This is an optimization exercise on Yosys and OpenROAD, whose aim is small area, a short achievable clock period and few clock cycles per item, not a production implementation. Function not checked in this run: the RTL went through the layout flow alone.

File: flow/config.mk
export PLATFORM = sky130hd
export DESIGN_NAME = bq_engine
export DESIGN_NICKNAME = bq_engine
export VERILOG_FILES = /design/flow/design.v
export SDC_FILE = /design/flow/constraint.sdc
export NUM_CORES = 4
export LEC_CHECK = 0
export CAP_MARGIN = 20
export CORE_MARGIN = 2
export CORE_UTILIZATION = 40
export SLEW_MARGIN = 20
File: flow/constraint.sdc
create_clock -name core_clock -period 22.0 [get_ports {clk}]
set_input_delay 4.4000 -clock core_clock [delete_from_list [all_inputs] [get_ports {clk}]]
set_output_delay 4.4000 -clock core_clock [all_outputs]
set_load 0.01 [all_outputs]
File: flow/design.v
module fpmul_s1 (
    input  wire [31:0] a,
    input  wire [31:0] b,
    output wire [47:0] prod,
    output wire [6:0]  k,        
    output wire [9:0]  e0,       
    output wire        st0,      
    output wire        st1,      
    output wire        sy,
    output wire        spec,     
    output wire [1:0]  skind     
);
    wire [7:0]  ea = a[30:23];
    wire [7:0]  eb = b[30:23];
    wire a_max = &ea;
    wire b_max = &eb;
    wire a_fz  = ~|a[22:0];
    wire b_fz  = ~|b[22:0];
    wire ah    = |ea;
    wire bh    = |eb;
    wire a_nan = a_max & ~a_fz;
    wire b_nan = b_max & ~b_fz;
    wire a_inf = a_max & a_fz;
    wire b_inf = b_max & b_fz;
    wire a_zero = ~ah & a_fz;
    wire b_zero = ~bh & b_fz;
    assign sy = a[31] ^ b[31];
    assign spec  = a_max | b_max | a_zero | b_zero;
    assign skind = (a_nan | b_nan | (a_inf & b_zero) | (a_zero & b_inf)) ? 2'd2 :
                   (a_inf | b_inf) ? 2'd1 : 2'd0;
    wire [23:0] ma = {ah, a[22:0]};
    wire [23:0] mb = {bh, b[22:0]};
    assign prod = ma * mb;
    reg [4:0] lza, lzb, tza, tzb;
    integer i;
    always @* begin
        lza = 5'd24; lzb = 5'd24; tza = 5'd24; tzb = 5'd24;
        for (i = 0; i < 24; i = i + 1) begin
            if (ma[i]) lza = 5'd23 - i[4:0];
            if (mb[i]) lzb = 5'd23 - i[4:0];
        end
        for (i = 23; i >= 0; i = i - 1) begin
            if (ma[i]) tza = i[4:0];
            if (mb[i]) tzb = i[4:0];
        end
    end
    wire signed [10:0] esum = {3'd0, ea[7:1], ea[0] | ~ah} + {3'd0, eb[7:1], eb[0] | ~bh} - 11'sd127;
    wire        [5:0]  l    = {1'b0, lza} + {1'b0, lzb};
    wire signed [10:0] enrm = esum - {5'd0, l};
    wire        nrm  = (enrm >= 11'sd1);
    wire        pos  = (esum >= 11'sd1);
    wire signed [10:0] rs_s = 11'sd1 - esum;
    wire        [5:0]  lsh = nrm ? l : (pos ? esum[5:0] - 6'd1 : 6'd0);
    wire        [6:0]  rsh = (nrm | pos) ? 7'd0 : ((rs_s > 11'sd63) ? 7'd63 : rs_s[6:0]);
    assign k  = 7'd64 - {1'b0, lsh} + rsh;
    assign e0 = nrm ? enrm[9:0] : 10'd1;
    wire [6:0] tzp = {2'd0, tza} + {2'd0, tzb};
    wire signed [8:0] cut0 = {2'd0, rsh} - {3'd0, lsh} + 9'sd22;
    wire signed [8:0] cut1 = cut0 + 9'sd1;
    assign st0 = $signed({2'b00, tzp}) < cut0;
    assign st1 = $signed({2'b00, tzp}) < cut1;
endmodule
module fpmul_s2 (
    input  wire [47:0] prod,
    input  wire [6:0]  k,
    input  wire [9:0]  e0,
    input  wire        st0,
    input  wire        st1,
    input  wire        sy,
    input  wire        spec,
    input  wire [1:0]  skind,
    output wire [31:0] y
);
    wire [111:0] v = {prod, 64'd0} >> k;
    wire [47:0]  q = v[47:0];
    wire         hi = q[47];
    wire [23:0]  mant = hi ? q[47:24] : q[46:23];
    wire         g    = hi ? q[23] : q[22];
    wire         st   = hi ? st1 : st0;
    wire [9:0]   e    = e0 + {9'd0, hi};
    wire [7:0]   efield = mant[23] ? e[7:0] : 8'd0;
    wire         rnd  = g & (st | mant[0]);
    wire [30:0]  mag  = {efield, mant[22:0]} + {30'd0, rnd};
    wire         ovf  = ~e[9] & (e[8] | (&e[7:0]));
    assign y = spec ? (skind[1] ? 32'h7FC00000 : {sy, skind[0] ? 8'hFF : 8'h00, 23'd0}) :
               ovf  ? {sy, 8'hFF, 23'd0} :
                      {sy, mag};
endmodule
module fpadd_s1 (
    input  wire [31:0] a,
    input  wire [31:0] b,
    input  wire        sub,
    output wire [27:0] sum,      
    output wire [7:0]  el,       
    output wire [26:0] lzmask,   
    output wire        sl,       
    output wire        esub,     
    output wire        spec,     
    output wire        snan,     
    output wire        ssgn      
);
    wire [31:0] bb = {b[31] ^ sub, b[30:0]};
    wire [7:0]  ea = a[30:23];
    wire [7:0]  eb = bb[30:23];
    wire a_max = &ea;
    wire b_max = &eb;
    wire a_fz  = ~|a[22:0];
    wire b_fz  = ~|bb[22:0];
    wire a_nan = a_max & ~a_fz;
    wire b_nan = b_max & ~b_fz;
    wire a_inf = a_max & a_fz;
    wire b_inf = b_max & b_fz;
    assign spec = a_max | b_max;
    assign snan = a_nan | b_nan | (a_inf & b_inf & (a[31] ^ bb[31]));
    assign ssgn = a_inf ? a[31] : bb[31];
    wire        ah = |ea;
    wire        bh = |eb;
    wire [7:0]  ea1 = {ea[7:1], ea[0] | ~ah};
    wire [7:0]  eb1 = {eb[7:1], eb[0] | ~bh};
    wire [23:0] ma = {ah, a[22:0]};
    wire [23:0] mb = {bh, bb[22:0]};
    wire swap = bb[30:0] > a[30:0];
    wire [8:0] dab = {1'b0, ea1} - {1'b0, eb1};
    wire [8:0] dba = {1'b0, eb1} - {1'b0, ea1};
    wire [4:0] sab = (dab[8] | (|dab[7:5])) ? 5'd31 : dab[4:0];
    wire [4:0] sba = (dba[8] | (|dba[7:5])) ? 5'd31 : dba[4:0];
    wire [26:0] ma_al, mb_al;
    fpadd_align u_ala (.m(ma), .d(sba), .y(ma_al));
    fpadd_align u_alb (.m(mb), .d(sab), .y(mb_al));
    wire [26:0] mL  = swap ? {mb, 3'b000} : {ma, 3'b000};
    wire [26:0] mSa = swap ? ma_al : mb_al;
    assign el   = swap ? eb1 : ea1;
    assign sl   = swap ? bb[31] : a[31];
    assign esub = a[31] ^ bb[31];
    assign sum = {1'b0, mL} + ({1'b0, mSa} ^ {28{esub}}) + {27'd0, esub};
    wire [7:0] em1 = el - 8'd1;
    genvar g;
    generate
        for (g = 0; g < 27; g = g + 1) begin : g_mask
            assign lzmask[g] = (em1 == 8'd26 - g);
        end
    endgenerate
endmodule
module fpadd_align (
    input  wire [23:0] m,
    input  wire [4:0]  d,
    output wire [26:0] y
);
    wire [26:0] x  = {m, 3'b000};
    wire [26:0] sh = x >> d;
    reg  [4:0] tz;
    integer i;
    always @* begin
        tz = 5'd31;
        for (i = 23; i >= 0; i = i - 1)
            if (m[i]) tz = i[4:0] + 5'd3;
    end
    wire lost = (d > tz);
    assign y = {sh[26:1], sh[0] | lost};
endmodule
module fpadd_s2 (
    input  wire [27:0] sum,
    input  wire [7:0]  el,
    input  wire [26:0] lzmask,
    input  wire        sl,
    input  wire        esub,
    input  wire        spec,
    input  wire        snan,
    input  wire        ssgn,
    output wire [31:0] y
);
    wire [26:0] v = sum[26:0] | lzmask;
    reg  [4:0] lz;
    integer i;
    always @* begin
        lz = 5'd27;
        for (i = 0; i < 27; i = i + 1)
            if (v[i]) lz = 5'd26 - i[4:0];
    end
    wire [26:0] ml = sum[26:0] << lz;
    wire [26:0] m  = sum[27] ? {sum[27:2], sum[1] | sum[0]} : ml;
    wire [8:0]  e  = sum[27] ? {1'b0, el} + 9'd1 : {1'b0, el} - {4'd0, lz};
    wire [7:0]  efield = m[26] ? e[7:0] : 8'd0;
    wire        rnd    = m[2] & (m[1] | m[0] | m[3]);
    wire [30:0] mag    = {efield, m[25:3]} + {30'd0, rnd};
    wire        zero   = ~|sum;
    wire        ovf    = sum[27] & (&el[7:1]);
    assign y = spec ? (snan ? 32'h7FC00000 : {ssgn, 8'hFF, 23'd0}) :
               zero ? {sl & ~esub, 31'd0} :
               ovf  ? {sl, 8'hFF, 23'd0} :
                      {sl, mag};
endmodule
module bq_engine (
    input  wire        clk,
    input  wire        rst,
    input  wire        cmd_valid,
    output wire        cmd_ready,
    input  wire [2:0]  cmd_op,
    input  wire [1:0]  cmd_idx,
    input  wire [2:0]  cmd_sub,
    input  wire [31:0] cmd_data,
    output reg         res_valid,
    output reg  [31:0] res_data
);
    localparam [2:0] OP_SETCOEF   = 3'd0;
    localparam [2:0] OP_SETTOPO   = 3'd1;
    localparam [2:0] OP_RESET     = 3'd2;
    localparam [2:0] OP_TRANSFORM = 3'd3;
    localparam [2:0] OP_RDCOEF    = 3'd4;
    localparam [2:0] OP_RDSTATE   = 3'd5;
    localparam [2:0] OP_RDTOPO    = 3'd6;
    localparam [2:0] OP_NOP       = 3'd7;
    function [31:0] flush;
        input [31:0] v;
        flush = (v[30:23] == 8'd0 && v[22:0] != 23'd0) ? 32'd0 : v;
    endfunction
    reg        q0v, q1v;
    reg [39:0] q0, q1;
    wire [39:0] cin = {cmd_op, cmd_idx, cmd_sub, cmd_data};
    assign cmd_ready = ~q1v;
    wire push = cmd_valid & ~q1v;
    wire pop;
    wire [2:0]  h_op   = q0[39:37];
    wire [1:0]  h_idx  = q0[36:35];
    wire [2:0]  h_sub  = q0[34:32];
    wire [31:0] h_data = q0[31:0];
    always @(posedge clk) begin
        if (rst) begin
            q0v <= 1'b0;
            q1v <= 1'b0;
        end else begin
            if (pop) begin
                q0v <= q1v | push;
                q1v <= q1v & push;
            end else if (push) begin
                q0v <= 1'b1;
                q1v <= q0v;
            end
        end
    end
    always @(posedge clk) begin
        if (pop | ~q0v) q0 <= q1v ? q1 : cin;
        if (push)       q1 <= cin;
    end
    reg        ph;                  
    reg [1:0]  busy;
    reg [1:0]  inst0, inst1;
    reg [1:0]  ttop0, ttop1;
    reg [2:0]  step0, step1;
    reg [31:0] tx0, tx1, tu0, tu1, tv0, tv1;
    reg        wv;                  
    reg        wq;                  
    reg [1:0]  wt;                  
    reg [2:0]  wk;                  
    wire [32*20-1:0] cf;            
    wire [32*16-1:0] st;            
    wire [2*4-1:0]   tp;
    wire       p      = ph;
    wire [1:0] pinst  = p ? inst1 : inst0;
    wire [1:0] ptop   = p ? ttop1 : ttop0;
    wire [2:0] pk     = p ? step1 : step0;
    wire       pbusy  = busy[p];
    wire       anyb   = |busy;
    wire [1:0] ridx = anyb ? pinst : h_idx;
    reg  [31:0] rc0, rc1, rc2, rc3, rc4, rs0, rs1, rs2, rs3;
    always @* begin
        case (ridx)
            2'd0: begin rc0 = cf[0 +: 32];  rc1 = cf[32 +: 32];  rc2 = cf[64 +: 32];  rc3 = cf[96 +: 32];  rc4 = cf[128 +: 32];
                        rs0 = st[0 +: 32];  rs1 = st[32 +: 32];  rs2 = st[64 +: 32];  rs3 = st[96 +: 32];  end
            2'd1: begin rc0 = cf[160 +: 32];  rc1 = cf[192 +: 32];  rc2 = cf[224 +: 32];  rc3 = cf[256 +: 32];  rc4 = cf[288 +: 32];
                        rs0 = st[128 +: 32];  rs1 = st[160 +: 32];  rs2 = st[192 +: 32];  rs3 = st[224 +: 32];  end
            2'd2: begin rc0 = cf[320 +: 32]; rc1 = cf[352 +: 32]; rc2 = cf[384 +: 32]; rc3 = cf[416 +: 32]; rc4 = cf[448 +: 32];
                        rs0 = st[256 +: 32];  rs1 = st[288 +: 32];  rs2 = st[320 +: 32]; rs3 = st[352 +: 32]; end
            default: begin rc0 = cf[480 +: 32]; rc1 = cf[512 +: 32]; rc2 = cf[544 +: 32]; rc3 = cf[576 +: 32]; rc4 = cf[608 +: 32];
                        rs0 = st[384 +: 32]; rs1 = st[416 +: 32]; rs2 = st[448 +: 32]; rs3 = st[480 +: 32]; end
        endcase
    end
    reg  [31:0] m_acc;             
    reg  [31:0] m_bcc;             
    reg  [31:0] a_acc, a_bcc;      
    reg         a_sub;
    reg  [31:0] rm, ra;            
    wire [31:0] px = p ? tx1 : tx0;
    wire [31:0] pu = p ? tu1 : tu0;
    wire [31:0] pv = p ? tv1 : tv0;
    reg [2:0] csel;
    reg [2:0] mbsel;
    reg [2:0] aasel;
    reg [1:0] absel;
    always @* begin
        csel = 3'd0; mbsel = 3'd0; aasel = 3'd3; absel = 2'd0; a_sub = 1'b0;
        case ({ptop, pk})
            {2'd0, 3'd0}: begin csel = 3'd0; mbsel = 3'd0; end
            {2'd0, 3'd1}: begin csel = 3'd1; mbsel = 3'd1; end
            {2'd0, 3'd2}: begin csel = 3'd2; mbsel = 3'd2; aasel = 3'd1; absel = 2'd0; end
            {2'd0, 3'd3}: begin csel = 3'd3; mbsel = 3'd3; aasel = 3'd3; absel = 2'd0; end
            {2'd0, 3'd4}: begin csel = 3'd4; mbsel = 3'd4; aasel = 3'd3; absel = 2'd0; a_sub = 1'b1; end
            {2'd0, 3'd5}: begin aasel = 3'd3; absel = 2'd0; a_sub = 1'b1; end
            {2'd1, 3'd0}: begin csel = 3'd3; mbsel = 3'd1; end
            {2'd1, 3'd1}: begin csel = 3'd4; mbsel = 3'd2; aasel = 3'd0; absel = 2'd0; a_sub = 1'b1; end
            {2'd1, 3'd2}: begin csel = 3'd1; mbsel = 3'd1; aasel = 3'd3; absel = 2'd0; a_sub = 1'b1; end
            {2'd1, 3'd3}: begin csel = 3'd0; mbsel = 3'd5; end
            {2'd1, 3'd4}: begin csel = 3'd2; mbsel = 3'd2; aasel = 3'd2; absel = 2'd0; end
            {2'd1, 3'd5}: begin aasel = 3'd3; absel = 2'd0; end
            {2'd2, 3'd0}: begin aasel = 3'd0; absel = 2'd3; end
            {2'd2, 3'd1}: begin csel = 3'd0; mbsel = 3'd0; end
            {2'd2, 3'd2}: begin csel = 3'd1; mbsel = 3'd0; aasel = 3'd4; absel = 2'd1; end
            {2'd2, 3'd3}: begin csel = 3'd2; mbsel = 3'd0; aasel = 3'd4; absel = 2'd2; end
            {2'd2, 3'd4}: begin csel = 3'd3; mbsel = 3'd0; end
            {2'd2, 3'd5}: begin csel = 3'd4; mbsel = 3'd0; aasel = 3'd5; absel = 2'd0; a_sub = 1'b1; end
            {2'd3, 3'd0}: begin csel = 3'd0; mbsel = 3'd0; end
            {2'd3, 3'd1}: begin csel = 3'd1; mbsel = 3'd0; aasel = 3'd4; absel = 2'd1; end
            {2'd3, 3'd2}: begin csel = 3'd3; mbsel = 3'd5; end
            {2'd3, 3'd3}: begin csel = 3'd2; mbsel = 3'd0; aasel = 3'd1; absel = 2'd0; a_sub = 1'b1; end
            {2'd3, 3'd4}: begin csel = 3'd4; mbsel = 3'd6; aasel = 3'd3; absel = 2'd2; end
            {2'd3, 3'd5}: begin aasel = 3'd1; absel = 2'd0; a_sub = 1'b1; end
            default: ;
        endcase
    end
    always @* begin
        case (csel)
            3'd0: m_acc = rc0;
            3'd1: m_acc = rc1;
            3'd2: m_acc = rc2;
            3'd3: m_acc = rc3;
            default: m_acc = rc4;
        endcase
        case (mbsel)
            3'd0: m_bcc = px;
            3'd1: m_bcc = rs0;
            3'd2: m_bcc = rs1;
            3'd3: m_bcc = rs2;
            3'd4: m_bcc = rs3;
            3'd5: m_bcc = ra;
            default: m_bcc = pv;
        endcase
        case (aasel)
            3'd0: a_acc = px;
            3'd1: a_acc = pu;
            3'd2: a_acc = pv;
            3'd3: a_acc = ra;
            3'd4: a_acc = rm;
            default: a_acc = rs3;
        endcase
        case (absel)
            2'd0: a_bcc = rm;
            2'd1: a_bcc = rs0;
            2'd2: a_bcc = rs1;
            default: a_bcc = rs2;
        endcase
    end
    wire [47:0] m1_prod; wire [6:0] m1_k; wire [9:0] m1_e0;
    wire m1_st0, m1_st1, m1_sy, m1_spec; wire [1:0] m1_skind;
    fpmul_s1 u_m1 (.a(m_acc), .b(m_bcc), .prod(m1_prod), .k(m1_k), .e0(m1_e0),
                   .st0(m1_st0), .st1(m1_st1), .sy(m1_sy), .spec(m1_spec), .skind(m1_skind));
    reg [47:0] m2_prod; reg [6:0] m2_k; reg [9:0] m2_e0;
    reg m2_st0, m2_st1, m2_sy, m2_spec; reg [1:0] m2_skind;
    always @(posedge clk) begin
        m2_prod <= m1_prod; m2_k <= m1_k; m2_e0 <= m1_e0; m2_st0 <= m1_st0;
        m2_st1 <= m1_st1; m2_sy <= m1_sy; m2_spec <= m1_spec; m2_skind <= m1_skind;
    end
    wire [31:0] mul_y;
    fpmul_s2 u_m2 (.prod(m2_prod), .k(m2_k), .e0(m2_e0), .st0(m2_st0), .st1(m2_st1),
                   .sy(m2_sy), .spec(m2_spec), .skind(m2_skind), .y(mul_y));
    wire [27:0] a1_sum; wire [7:0] a1_el; wire [26:0] a1_lzm;
    wire a1_sl, a1_esub, a1_spec, a1_snan, a1_ssgn;
    fpadd_s1 u_a1 (.a(a_acc), .b(a_bcc), .sub(a_sub), .sum(a1_sum), .el(a1_el), .lzmask(a1_lzm),
                   .sl(a1_sl), .esub(a1_esub), .spec(a1_spec), .snan(a1_snan), .ssgn(a1_ssgn));
    reg [27:0] a2_sum; reg [7:0] a2_el; reg [26:0] a2_lzm;
    reg a2_sl, a2_esub, a2_spec, a2_snan, a2_ssgn;
    always @(posedge clk) begin
        a2_sum <= a1_sum; a2_el <= a1_el; a2_lzm <= a1_lzm; a2_sl <= a1_sl;
        a2_esub <= a1_esub; a2_spec <= a1_spec; a2_snan <= a1_snan; a2_ssgn <= a1_ssgn;
    end
    wire [31:0] add_y;
    fpadd_s2 u_a2 (.sum(a2_sum), .el(a2_el), .lzmask(a2_lzm), .sl(a2_sl), .esub(a2_esub),
                   .spec(a2_spec), .snan(a2_snan), .ssgn(a2_ssgn), .y(add_y));
    wire [31:0] add_f = flush(add_y);
    wire       q    = wq;
    wire [1:0] qinst = q ? inst1 : inst0;
    wire [31:0] qx = q ? tx1 : tx0;
    wire [31:0] qu = q ? tu1 : tu0;
    wire [31:0] qv = q ? tv1 : tv0;
    wire wb_last = wv & (wk == 3'd5);
    reg wr_s0, wr_s1, wr_s2, wr_s3, wr_x, wr_u, wr_v;
    reg [31:0] d_s0, d_s1, d_s2, d_s3, d_x, d_u, d_v;
    always @* begin
        wr_s0 = 1'b0; wr_s1 = 1'b0; wr_s2 = 1'b0; wr_s3 = 1'b0;
        wr_x = 1'b0; wr_u = 1'b0; wr_v = 1'b0;
        d_s0 = add_y; d_s1 = add_y; d_s2 = add_y; d_s3 = {~mul_y[31], mul_y[30:0]};
        d_x = add_y; d_u = mul_y; d_v = add_f;
        case ({wt, wk})
            {2'd0, 3'd0}: begin wr_u = 1'b1; d_u = mul_y; end
            {2'd0, 3'd5}: begin
                wr_s0 = 1'b1; d_s0 = qx;
                wr_s1 = 1'b1; d_s1 = qv;
                wr_s2 = 1'b1; d_s2 = add_f;
                wr_s3 = 1'b1; d_s3 = qu;
            end
            {2'd1, 3'd2}: begin wr_u = 1'b1; d_u = add_y; wr_v = 1'b1; d_v = mul_y; end
            {2'd1, 3'd5}: begin
                wr_s0 = 1'b1; d_s0 = qu;
                wr_s1 = 1'b1; d_s1 = qv;
            end
            {2'd2, 3'd0}: begin wr_x = 1'b1; d_x = add_y; end
            {2'd2, 3'd2}: begin wr_v = 1'b1; d_v = add_f; end
            {2'd2, 3'd3}: begin wr_s0 = 1'b1; d_s0 = add_y; wr_s1 = 1'b1; d_s1 = mul_y; end
            {2'd2, 3'd5}: begin wr_s2 = 1'b1; d_s2 = add_y; wr_s3 = 1'b1; d_s3 = {~mul_y[31], mul_y[30:0]}; end
            {2'd3, 3'd1}: begin wr_v = 1'b1; d_v = add_f; wr_u = 1'b1; d_u = mul_y; end
            {2'd3, 3'd3}: begin wr_u = 1'b1; d_u = mul_y; end
            {2'd3, 3'd4}: begin wr_s0 = 1'b1; d_s0 = add_y; end
            {2'd3, 3'd5}: begin wr_s1 = 1'b1; d_s1 = add_y; end
            default: ;
        endcase
    end
    wire st_v = pbusy & (({ptop, pk} == {2'd0, 3'd1}) | ({ptop, pk} == {2'd1, 3'd4}));
    wire st_u = pbusy & ({ptop, pk} == {2'd0, 3'd3});
    wire       nq     = ~p;         
    wire       nfree  = ~busy[nq] | (wb_last & (wq == nq));
    wire       haz    = pbusy & (pinst == h_idx);
    wire       ibusy  = (busy[0] & (inst0 == h_idx)) | (busy[1] & (inst1 == h_idx));
    wire       is_tr  = (h_op == OP_TRANSFORM);
    wire       launch = q0v & is_tr & nfree & ~haz;
    wire       do_sc  = q0v & (h_op == OP_SETCOEF) & ~ibusy;
    wire       do_clr = q0v & ((h_op == OP_SETTOPO) | (h_op == OP_RESET)) & ~anyb;
    wire       do_rd  = q0v & (h_op[2] & (h_op != OP_NOP)) & ~anyb;
    wire       do_nop = q0v & (h_op == OP_NOP);
    assign pop = launch | do_sc | do_clr | do_rd | do_nop;
    reg [31:0] rd_val;
    always @* begin
        case (h_op)
            OP_RDCOEF: begin
                case (h_sub)
                    3'd0: rd_val = rc0;
                    3'd1: rd_val = rc1;
                    3'd2: rd_val = rc2;
                    3'd3: rd_val = rc3;
                    3'd4: rd_val = rc4;
                    default: rd_val = 32'd0;
                endcase
            end
            OP_RDSTATE: begin
                case (h_sub[1:0])
                    2'd0: rd_val = rs0;
                    2'd1: rd_val = rs1;
                    2'd2: rd_val = rs2;
                    default: rd_val = rs3;
                endcase
            end
            default: rd_val = {30'd0, tp[2*h_idx +: 2]};
        endcase
    end
    always @(posedge clk) begin
        if (rst) begin
            ph        <= 1'b0;
            busy      <= 2'b00;
            wv        <= 1'b0;
            res_valid <= 1'b0;
        end else begin
            ph <= ~ph;
            wv <= pbusy;
            wq <= p;
            wt <= ptop;
            wk <= pk;
            if (pbusy & ~p) step0 <= pk + 3'd1;
            if (pbusy &  p) step1 <= pk + 3'd1;
            if (wb_last) busy[q] <= 1'b0;
            if (launch) begin
                busy[nq] <= 1'b1;
                if (nq) begin step1 <= 3'd0; inst1 <= h_idx; ttop1 <= tp[2*h_idx +: 2]; end
                else    begin step0 <= 3'd0; inst0 <= h_idx; ttop0 <= tp[2*h_idx +: 2]; end
            end
            res_valid <= 1'b0;
            if (wb_last & ((wt == 2'd0) | (wt == 2'd1))) begin
                res_valid <= 1'b1;
                res_data  <= add_f;
            end else if (wb_last) begin
                res_valid <= 1'b1;
                res_data  <= qv;
            end else if (do_rd) begin
                res_valid <= 1'b1;
                res_data  <= rd_val;
            end
        end
    end
    wire wq0 = wv & ~q;
    wire wq1 = wv &  q;
    always @(posedge clk) begin
        if (launch & ~nq)          tx0 <= h_data;
        else if (wq0 & wr_x)       tx0 <= d_x;
        if (launch & nq)           tx1 <= h_data;
        else if (wq1 & wr_x)       tx1 <= d_x;
        if (wq0 & wr_u)            tu0 <= d_u;
        else if (st_u & ~p)        tu0 <= rs2;
        if (wq1 & wr_u)            tu1 <= d_u;
        else if (st_u & p)         tu1 <= rs2;
        if (wq0 & wr_v)            tv0 <= d_v;
        else if (st_v & ~p)        tv0 <= rs0;
        if (wq1 & wr_v)            tv1 <= d_v;
        else if (st_v & p)         tv1 <= rs0;
        rm <= mul_y;
        ra <= ({wt, wk} == {2'd3, 3'd1}) ? add_f : add_y;
    end
    wire        clr = rst | do_clr;
    wire [31:0] b_cf = rst ? 32'd0 : h_data;
    wire [31:0] b_s0 = clr ? 32'd0 : d_s0;
    wire [31:0] b_s1 = clr ? 32'd0 : d_s1;
    wire [31:0] b_s2 = clr ? 32'd0 : d_s2;
    wire [31:0] b_s3 = clr ? 32'd0 : d_s3;
    genvar gi, gk;
    generate
        for (gi = 0; gi < 4; gi = gi + 1) begin : g_inst
            wire wsel = wv & (qinst == gi);
            wire csel_i = rst | (do_clr & (h_idx == gi));
            for (gk = 0; gk < 5; gk = gk + 1) begin : g_cf
                reg [31:0] r;
                always @(posedge clk)
                    if (rst | (do_sc & (h_idx == gi) & (h_sub == gk)))
                        r <= b_cf;
                assign cf[32*(gi*5+gk) +: 32] = r;
            end
            reg [31:0] r0, r1, r2, r3;
            reg [1:0]  rt;
            always @(posedge clk) begin
                if (csel_i | (wsel & wr_s0)) r0 <= b_s0;
                if (csel_i | (wsel & wr_s1)) r1 <= b_s1;
                if (csel_i | (wsel & wr_s2)) r2 <= b_s2;
                if (csel_i | (wsel & wr_s3)) r3 <= b_s3;
                if (rst) rt <= 2'd3;
                else if (do_clr & (h_op == OP_SETTOPO) & (h_idx == gi)) rt <= h_sub[1:0];
            end
            assign st[32*(gi*4) +: 128] = {r3, r2, r1, r0};
            assign tp[2*gi +: 2] = rt;
        end
    endgenerate
endmodule
File: flow/run.sh
#!/bin/bash
# synth_recipe.tcl (not shown) runs the flow's synth.tcl, then flattens the netlist and writes it again
# the make line also repeats each setting of config.mk as NAME=value (left out here)
make -C /OpenROAD-flow-scripts/flow DESIGN_CONFIG=/design/flow/config.mk WORK_HOME=/design/flow/orfs CLKGATE_MAP_FILE= SYNTH_SCRIPT=/design/flow/synth_recipe.tcl finish
==> summary.txt <==
Worst setup path
  – Critical Path Sink: m2_st1$_DFF_P_
  – Crit path required time: between 20 and 25 ns
  – Slowest CP cell: mux2i_2
  – Max incr delay on CP: approximately 0.87 ns
  – End of the worst register-to-register path: m2_st1$_DFF_P_
  – Worst path most repeated cell: a21oi_1
  – WS Path Type: reg -> reg
  – CP Buf/Inv Count: 5
  – CP Max Fanout: 54
  – WP data arrival: approximately 15 ns
  – Worst Setup End Kind: flip-flop
  – FF-to-FF Start: ph$_SDFF_PP0_
  – R2R Setup Slk: 7.33 ns
  – Crit path from: ph$_SDFF_PP0_
  – R2R depth: 50
  – Crit path depth: 50
  – Delay-heaviest family, CP: compound AO/OA/AOI/OAI gates
  – Crit start category: flip-flop

Timing
  – TNS Setup: 0 ns
  – Max Clk Rate: a little under 70 MHz
  – Final Worst Setup Slack: about 7.3 ns
  – Tmin final: approximately 15 ns
  – Clock Skews: around 0.11 ns
  – Unrepaired setup endpoints after global routing: false
  – Max-Slew Margin vs Limit: roughly 3.6%
  – Final setup vio count: 0
  – Worst Hold Margin: 0.478 ns
  – Final period utilization: ~67%
  – Slew @ Worst Pin: 1.45 ns
  – Final hold viol count: 0
  – Slew Viols, Final: 0

Placement
  – Port bufs: 76
  – Pre-CTS setup slack: between 7 and 8 ns
  – Hpwl dp: 304000 um
  – Placed cell count: between 10000 and 15000
  – GPL Wtd Cong: between 0.9 and 1

Routing
  – Final wirelength: between 400000 and 500000 um
  – Via density per instance: 6.26
  – Post-route ant nets: 0
  – Initial DRC Count: between 10000 and 15000
  – Vias: approximately 90000
  – Drt first pass iters: 7
  – WL/cell: between 30 and 40 um
  – Drt drc: 0

Synthesis
  – Synthesized cell area: roughly 110000 um^2
  – Synth Register Bits: about 1700
  – Ys async rst share: 0%
  – Post-synthesis sequential area ratio: around 44%
  – Post-synth cell types: roughly 130
  – Average size of a mapped cell: between 10 and 15 um^2
  – Syn_nets: around 11000
  – Syn. warnings: 4
  – Number of synthesized flops with an enable pin: approximately 1500
  – Yosys top cell by area: edfxtp_1
  – Top FF cell, synth: edfxtp_1
  – Post-Synthesis Cells: 10281
  – Synth area leaders: edfxtp_1, fa_1, mux4_2
  – Post-synth top area share: 39.6%

Global route
  – Vias in the first global route: between 80000 and 90000
  – Largest net degree at the start of global routing: 110
  – GRT Resource Usage Total: between 30% and 40%
  – Total global routing overflow: 0
  – Initial antenna violation count: 33
  – First-pass GRT wire length: between 600000 and 700000 um

Clock network
  – CTS tree: built
  – Clock transition at the registers of the reported paths: roughly 0.07 ns
  – Total CTS buffers: 189
  – Clk Tree Root Cell: clkbuf_16
  – H-Tree Depth: 4
  – CTS max path bufs: 4
  – Clock latency (worst-skew pair): just over 0.9 ns
  – Resize count post-CTS: 0
  – Post-CTS setup buffer count: 0
  – Clock sink count: approximately 1700
  – Hold_buf cts: 0

Job
  – # Max-Cap Violations: 0

Die
  – Die height: 533 um
  – Total die area: around 280000 um^2
  – Top Ports: a little under 80
  – Initial Util: around 40%
  – Die X: roughly 530 um
  – # rows: approximately 190
  – Core Footprint: around 280000 um^2

Outcome
  – Status: no timing/DRC/antenna violations

Finish
  – Layout Utilization: between 40% and 50%
  – Nets: 11043
  – Synth-to-Final Area Change: 11.0%
  – Share of post-route cells with drive strength above 1: between 10% and 20%
  – Finished Layout Cells: between 10000 and 15000

Worst hold path
  – Start point of the worst hold path: g_inst[0].rt[0]$_SDFFE_PP1P_
  – Worst hold path type: reg -> reg
cells by family after synthesis:
family,share of synthesized area (%)
XOR/XNOR,1.63
AND/OR/NAND/NOR,11.8
buffers and inverters,5.14
multiplexers,13.2
adder cells (fa/ha/maj),12.5
AO/OA/AOI/OAI,12.2
flip-flops,43.6
cell usage after synthesis, drive strengths merged, types with 41 or more instances:
cell type and instances:
a211oi 101, a21o 91, a21oi 559, a221oi 77
a22oi 72, a31oi 48, and2 91, and3 63
buf 234, clkbuf 422, dfxtp 218, edfxtp 1476
fa 495, ha 322, inv 765, mux2 190
mux2i 610, mux4 290, nand2 1245, nand2b 90
nand3 130, nand4 56, nor2 831, nor2b 126
nor3 100, nor4 48, o211ai 66, o21a 58
o21ai 584, o22ai 83, o31a 41, or3 45
xnor2 155, xor2 53
layer usage:
layer	track usage, %	share of wire [%]
met5	0	0.046
met1	39.0	38
met4	18.5	7.3
met2	45.5	43
met3	8.14	12
stage by stage:
stage,cell area [um^2]
floorplan,112000
CTS,124000
global placement,118000
finish,124000
detailed placement,118000
global route,124000
worst min-delay path, cell delays in order (launching register included):
cell and delay, ns:
dfxtp_1 0.32, nand2_1 0.05, nand3_1 0.06
registers in the layout, indices dropped and copies added, names as in the netlist, 40 cells and up:
| name | cells |
|---|---|
| g_inst.r0 | 128 |
| m2_prod | 48 |
| q0 | 40 |
| g_inst.r3 | 128 |
| g_inst.r2 | 128 |
| g_inst.r1 | 128 |
| q1 | 40 |
| g_inst.g_cf.r | 640 |
area by class of cell:
type,count,area [um^2]
sequential,1694,48700
antenna,16,40.0
tap,3724,4660
fill,25797,155000
multi-input combinational,7161,58500
inverter,770,2900
clock inverter,103,1240
clock buffer,234,5030
timing repair buffer,367,3020
worst min path at each step:
stage                                   endpoint  cells past startpoint  slack, ns
floorplan                           wq$_DFFE_PN_                      0       0.41
global placement    g_inst[0].rt[0]$_SDFFE_PP1P_                      2       0.45
detailed placement  g_inst[2].rt[0]$_SDFFE_PP1P_                      2       0.46
CTS                 g_inst[0].rt[0]$_SDFFE_PP1P_                      2       0.48
global route        g_inst[3].rt[1]$_SDFFE_PP1P_                      2       0.49
finish              g_inst[0].rt[0]$_SDFFE_PP1P_                      2       0.48
placed cells by master, fill, tap and decap left out, types with 89 or more instances in the layout:
cell type and count:
edfxtp_1 1476, nand2_1 1240, nor2_1 806, inv_1 754
mux2i_1 607, a21oi_1 528, fa_1 495, o21ai_0 485
ha_1 322, mux4_2 290, buf_4 284, dfxtp_1 214
clkbuf_16 191, mux2_2 189, xnor2_1 155, nand3_1 123
a211oi_1 95, nor3_1 92, nor2b_1 92, and2_1 90
nand2b_1 90, a21o_1 89

-- static timing again, ports no longer ideal --
The results above use ideal ports. As a check the final layout listed here was re-extracted and re-timed, cells and wires unchanged.
Step 1 sets driving cells, clkbuf_16 on the clock port and buf_2 on the other inputs (assumed; they add their load-dependent delay and slew).
Step 2 moves the port delays by t, midway between the first and last clock arrival at a register: inputs arrive t later, outputs are due t later. That takes back most of the time a late clock gives input paths.
Three values: ideal, step 1, step 2; two values: the first two.
t (ns): 0.964
slack for setup (ns): 7.326 / 7.326 / 7.326
hold slack, ns: 0.478 / 0.478 / 0.478
After both steps this run still meets setup and hold. For this run, drivers alone change the setup slack by 0.000 ns; drivers and shift together by 0.000 ns.
